Context: an optimization exercise on an open-source flow, tuned for small area, a short achievable clock period and few clock cycles per item. The choices shown serve that exercise and are no tape-out recipe. At most, simulation tests tie the RTL to the original design; equivalence was not proved. Power figures rest on the tool's default switching activity, not on a simulated workload.

==> inputs of 03-19 <==
## txmod_shaper
module txmod_shaper (
    input  wire        clk,
    input  wire        rst,           
    input  wire        in_valid,
    output wire        in_ready,
    input  wire [7:0]  in_byte,
    input  wire        in_lodev,      
    output reg         out_valid,
    input  wire        out_ready,
    output reg  [15:0] out_sample
);
    function signed [26:0] tab0;
        input [5:0] i;
        begin
            case (i)
                6'd0: tab0 = -27'sd131750;
                6'd1: tab0 =  27'sd131750;
                6'd2: tab0 = -27'sd65875;
                6'd3: tab0 =  27'sd65875;
                6'd4: tab0 = -27'sd395250;
                6'd5: tab0 =  27'sd395250;
                6'd6: tab0 = -27'sd197625;
                6'd7: tab0 =  27'sd197625;
                6'd8: tab0 =  27'sd264750;
                6'd9: tab0 = -27'sd264750;
                6'd10: tab0 =  27'sd132375;
                6'd11: tab0 = -27'sd132375;
                6'd12: tab0 =  27'sd794250;
                6'd13: tab0 = -27'sd794250;
                6'd14: tab0 =  27'sd397125;
                6'd15: tab0 = -27'sd397125;
                6'd16: tab0 =  27'sd639750;
                6'd17: tab0 = -27'sd639750;
                6'd18: tab0 =  27'sd319875;
                6'd19: tab0 = -27'sd319875;
                6'd20: tab0 =  27'sd1919250;
                6'd21: tab0 = -27'sd1919250;
                6'd22: tab0 =  27'sd959625;
                6'd23: tab0 = -27'sd959625;
  ...
clock: 12.0 ns
lec_check: 0
abc_area: 1
cap_margin: 20
core_margin: 2
core_utilization: 40
place_density: 0.6
slew_margin: 20
standard.sh (not shown) runs the stock make flow with config.mk's settings and CLKGATE_MAP_FILE= SYNTH_SCRIPT=/design/flow/synth_recipe.tcl, a recipe that flattens the netlist after the stock synthesis.
==> flow/flow/run.sh <==
#!/bin/bash
# The standard layout, with timing repair aiming for extra setup slack and
# plain buffers (instead of delay cells) on the ports.
set -euo pipefail
bash standard.sh SETUP_SLACK_MARGIN=8.7 "BUFFER_PORTS_ARGS=-buffer_cell sky130_fd_sc_hd__buf_2" finish > standard_flow.log 2>&1
==> 12-20: changes against 03-19 <==
--- a/flow/design.v
+++ b/flow/design.v
@@ -470,22 +470,23 @@
         t1 = hv[1] ? tab1({phase, h[1]}) : 27'sd0;
         t2 = hv[2] ? tab2({phase, h[2]}) : 27'sd0;
         t3 = hv[3] ? tab3({phase, h[3]}) : 27'sd0;
         t4 = hv[4] ? tab4({phase, h[4]}) : 27'sd0;
         t5 = hv[5] ? tab5({phase, h[5]}) : 27'sd0;
         {c1, s1} = csa(t0, t1, t2);
         {c2, s2} = csa(t3, t4, t5);
         {c3, s3} = csa(s1, c1, s2);
-        {c4, s4} = csa(s3, c3, c2);
     end
-    reg  [26:0] ps, pc;
+    reg  [26:0] pa, pb, pd;
     reg         pv;
-    wire [26:0] sh_g0 = ps & pc;
-    wire [26:0] sh_p0 = ps ^ pc;
+    reg  [26:0] qs, qc;
+    always @(*) {qc, qs} = csa(pa, pb, pd);
+    wire [26:0] sh_g0 = qs & qc;
+    wire [26:0] sh_p0 = qs ^ qc;
     wire sh_G1 = sh_g0[1] | (sh_p0[1] & sh_g0[0]);
     wire sh_P1 = sh_p0[1] & sh_p0[0];
     wire sh_G2 = sh_g0[3] | (sh_p0[3] & sh_g0[2]);
     wire sh_P2 = sh_p0[3] & sh_p0[2];
     wire sh_G3 = sh_g0[5] | (sh_p0[5] & sh_g0[4]);
     wire sh_P3 = sh_p0[5] & sh_p0[4];
     wire sh_G4 = sh_g0[7] | (sh_p0[7] & sh_g0[6]);
     wire sh_P4 = sh_p0[7] & sh_p0[6];
@@ -614,18 +615,19 @@
         end
     end
     always @(posedge clk) begin
         if (in_valid && !have) begin
             cur_byte  <= in_byte;
             cur_lodev <= in_lodev;
         end
         if (en) begin
-            ps         <= s4;
-            pc         <= c4;
+            pa         <= s3;
+            pb         <= c3;
+            pd         <= c2;
             out_sample <= sample;
         end
         if (advance && last) begin
             h[5] <= h[4];
             h[4] <= h[3];
             h[3] <= h[2];
             h[2] <= h[1];
             h[1] <= x;
==> flow/flow/run.sh (replaced) <==
#!/bin/bash
# The standard layout, with timing repair aiming for extra setup slack and
# plain buffers (instead of delay cells) on the ports.
set -euo pipefail
bash standard.sh SETUP_SLACK_MARGIN=8.5 "BUFFER_PORTS_ARGS=-buffer_cell sky130_fd_sc_hd__buf_2" finish > standard_flow.log 2>&1
CTS_CLUSTER_DIAMETER = 150   (was not set)
CTS_CLUSTER_SIZE = 40   (was not set)
==> summary.txt <==
Against 03-19, the combinational power of 12-20 is lower by 15%. Against 12-20, the worst hold slack of 03-19 is lower by 0.019 ns. Wire length: 03-19 is larger than 12-20 (about 17%). In 03-19 the utilization is higher than in 12-20, by 7.8 points. Against 03-19, the power of 12-20 is higher by about 19%. In 12-20 the maximum frequency is larger than in 03-19, by about 3%. Against 12-20, the via count of 03-19 is higher by 8.3%. Of 12-20 and 03-19, 12-20 has the higher sequential cell count (gap 28). Between 03-19 and 12-20, the lower clock skew is in 03-19 (gap 0.00053 ns).
Testbench counts of 12-20, summed over its fixed seeds: cycles 38,432, samples 38,400.
For 03-19, only the layout was checked, not whether the RTL still works.

---

==> trial 5 <==
txmod_shaper, a different RTL version from the one above (not shown whole).
Design txmod_shaper, start of the top module:
module txmod_shaper (
    input  wire        clk,
    input  wire        rst,           
    input  wire        in_valid,
    output wire        in_ready,
    input  wire [7:0]  in_byte,
    input  wire        in_lodev,      
    output reg         out_valid,
    input  wire        out_ready,
    output reg  [15:0] out_sample
);
    function signed [26:0] tab0;
        input [5:0] i;
        begin
            case (i)
                6'd0: tab0 = -27'sd131750;
                6'd1: tab0 =  27'sd131750;
                6'd2: tab0 = -27'sd65875;
                6'd3: tab0 =  27'sd65875;
                6'd4: tab0 = -27'sd395250;
                6'd5: tab0 =  27'sd395250;
                6'd6: tab0 = -27'sd197625;
                6'd7: tab0 =  27'sd197625;
                6'd8: tab0 =  27'sd264750;
                6'd9: tab0 = -27'sd264750;
                6'd10: tab0 =  27'sd132375;
                6'd11: tab0 = -27'sd132375;
                6'd12: tab0 =  27'sd794250;
                6'd13: tab0 = -27'sd794250;
                6'd14: tab0 =  27'sd397125;
                6'd15: tab0 = -27'sd397125;
                6'd16: tab0 =  27'sd639750;
                6'd17: tab0 = -27'sd639750;
                6'd18: tab0 =  27'sd319875;
                6'd19: tab0 = -27'sd319875;
                6'd20: tab0 =  27'sd1919250;
                6'd21: tab0 = -27'sd1919250;
                6'd22: tab0 =  27'sd959625;
                6'd23: tab0 = -27'sd959625;
                6'd24: tab0 =  27'sd797000;
                6'd25: tab0 = -27'sd797000;
                6'd26: tab0 =  27'sd398500;
                6'd27: tab0 = -27'sd398500;
                6'd28: tab0 =  27'sd2391000;
                6'd29: tab0 = -27'sd2391000;
  ...
Settings: LEC_CHECK=0, ABC_AREA=1, CAP_MARGIN=20, CORE_MARGIN=2, CORE_UTILIZATION=40, PLACE_DENSITY=0.6, SLEW_MARGIN=20; clock period 12.0 ns.
==> flow/flow/run.sh <==
#!/bin/bash
# The standard layout, with timing repair aiming for extra setup slack.
set -euo pipefail
bash standard.sh SETUP_SLACK_MARGIN=8.4 finish > standard_flow.log 2>&1
==> trial 15 (differences from trial 5) <==
--- a/flow/design.v
+++ b/flow/design.v
@@ -442,18 +442,19 @@
             csa[2*27-1:27] = {(a[25:0] & b[25:0]) | (a[25:0] & c[25:0]) | (b[25:0] & c[25:0]), 1'b0};
         end
     endfunction
     reg  [7:0] cur_byte;              
     reg        cur_lodev;
-    reg        have;                  
+    reg        in_rdy;                
+    wire       have = !in_rdy;
     reg  [1:0] sidx;                  
     reg        act;                   
     reg  [2:0] phase;                 
     reg  [2:0] x;                     
     reg  [2:0] h  [1:5];              
     reg  [5:1] hv;                    
-    assign in_ready = !have;
+    assign in_ready = in_rdy;
     reg  [1:0] nd;
     always @(*) begin
         case (sidx)
             2'd0: nd = cur_byte[7:6];
             2'd1: nd = cur_byte[5:4];
@@ -576,11 +577,11 @@
     wire advance = act && en;
     wire last    = (phase == 3'd4);
     wire take    = have && (!act || (advance && last));
     always @(posedge clk) begin
         if (rst) begin
-            have      <= 1'b0;
+            in_rdy    <= 1'b1;
             act       <= 1'b0;
             sidx      <= 2'd0;
             phase     <= 3'd0;
             hv        <= 5'd0;
             out_valid <= 1'b0;
@@ -602,14 +603,14 @@
             end
             if (take) begin
                 act  <= 1'b1;
                 sidx <= sidx + 2'd1;
                 if (sidx == 2'd3)
-                    have <= 1'b0;
+                    in_rdy <= 1'b1;
             end
             if (in_valid && !have) begin
-                have <= 1'b1;
+                in_rdy <= 1'b0;
                 sidx <= 2'd0;
             end
         end
     end
     always @(posedge clk) begin
==> flow/flow/run.sh (replaced) <==
#!/bin/bash
# The standard layout, with timing repair aiming for extra setup slack and
# plain buffers (instead of delay cells) on the ports.
set -euo pipefail
bash standard.sh SETUP_SLACK_MARGIN=8.4 "BUFFER_PORTS_ARGS=-buffer_cell sky130_fd_sc_hd__buf_2" finish > standard_flow.log 2>&1
--- a/flow/config.mk
+++ b/flow/config.mk
@@ -6,8 +6,8 @@
 export NUM_CORES = 4
 export LEC_CHECK = 0
 export ABC_AREA = 1
 export CAP_MARGIN = 20
 export CORE_MARGIN = 2
-export CORE_UTILIZATION = 40
-export PLACE_DENSITY = 0.6
+export CORE_UTILIZATION = 55
+export PLACE_DENSITY = 0.7
 export SLEW_MARGIN = 20
==> summary of the runs <==
In trial 15 the clock power is higher than in trial 5, by about 5%.
Against trial 15, the total power of trial 5 is smaller by 3.9%.
Of trial 15 and trial 5, trial 5 has the higher clock-buffer cell count (gap 1).
Between trial 15 and trial 5, the lower core utilization is in trial 5 (gap 17 points).
In synthesized cell count, trial 15 and trial 5 hardly differ.
Against trial 5, the sequential share of layout area of trial 15 is higher by 0.62 points.
Between trial 5 and trial 15, the lower critical path depth is in trial 15 (gap 3).
Between trial 5 and trial 15, the lower final cell count is in trial 15 (gap 4.8%, measured against trial 15).
Against trial 15, the combinational power of trial 5 is smaller by 6.8%.
No functional check of the RTL was part of any run of this note.

-- what the ideal ports hide --
Ports are ideal in the flow. The routed layouts listed here were re-timed in OpenROAD.
Step 1: set_driving_cell puts a clkbuf_16 on clk and a buf_2 on each other input, an assumption about the parent block.
Step 2 also shifts input and output timing later by t, the mid clock arrival at the registers, as if the neighbouring blocks saw the same clock.
a / b / c = ideal ports / drivers / drivers and shift; a / b = the first two.
run | t, ns | setup slack, ns | slew at the worst register clock pin (ns) | cell pins on the clock port's net
03-19 | 0.412 | 8.441 / 8.441 / 8.434 | 0.09 / 0.09 | 1
12-20 | 0.481 | 8.540 / 8.540 / 8.212 | 0.07 / 0.07 | 1
trial 5 | 0.418 | 8.386 / 8.386 / 8.060 | 0.09 / 0.09 | 1
trial 15 | 0.416 | 8.346 / 8.346 / 8.265 | 0.09 / 0.09 | 1
After both steps every run listed still meets setup and hold. The setup slack of 12-20, which loses most, moves by 0.000 ns with the drivers and by -0.328 ns with both steps.
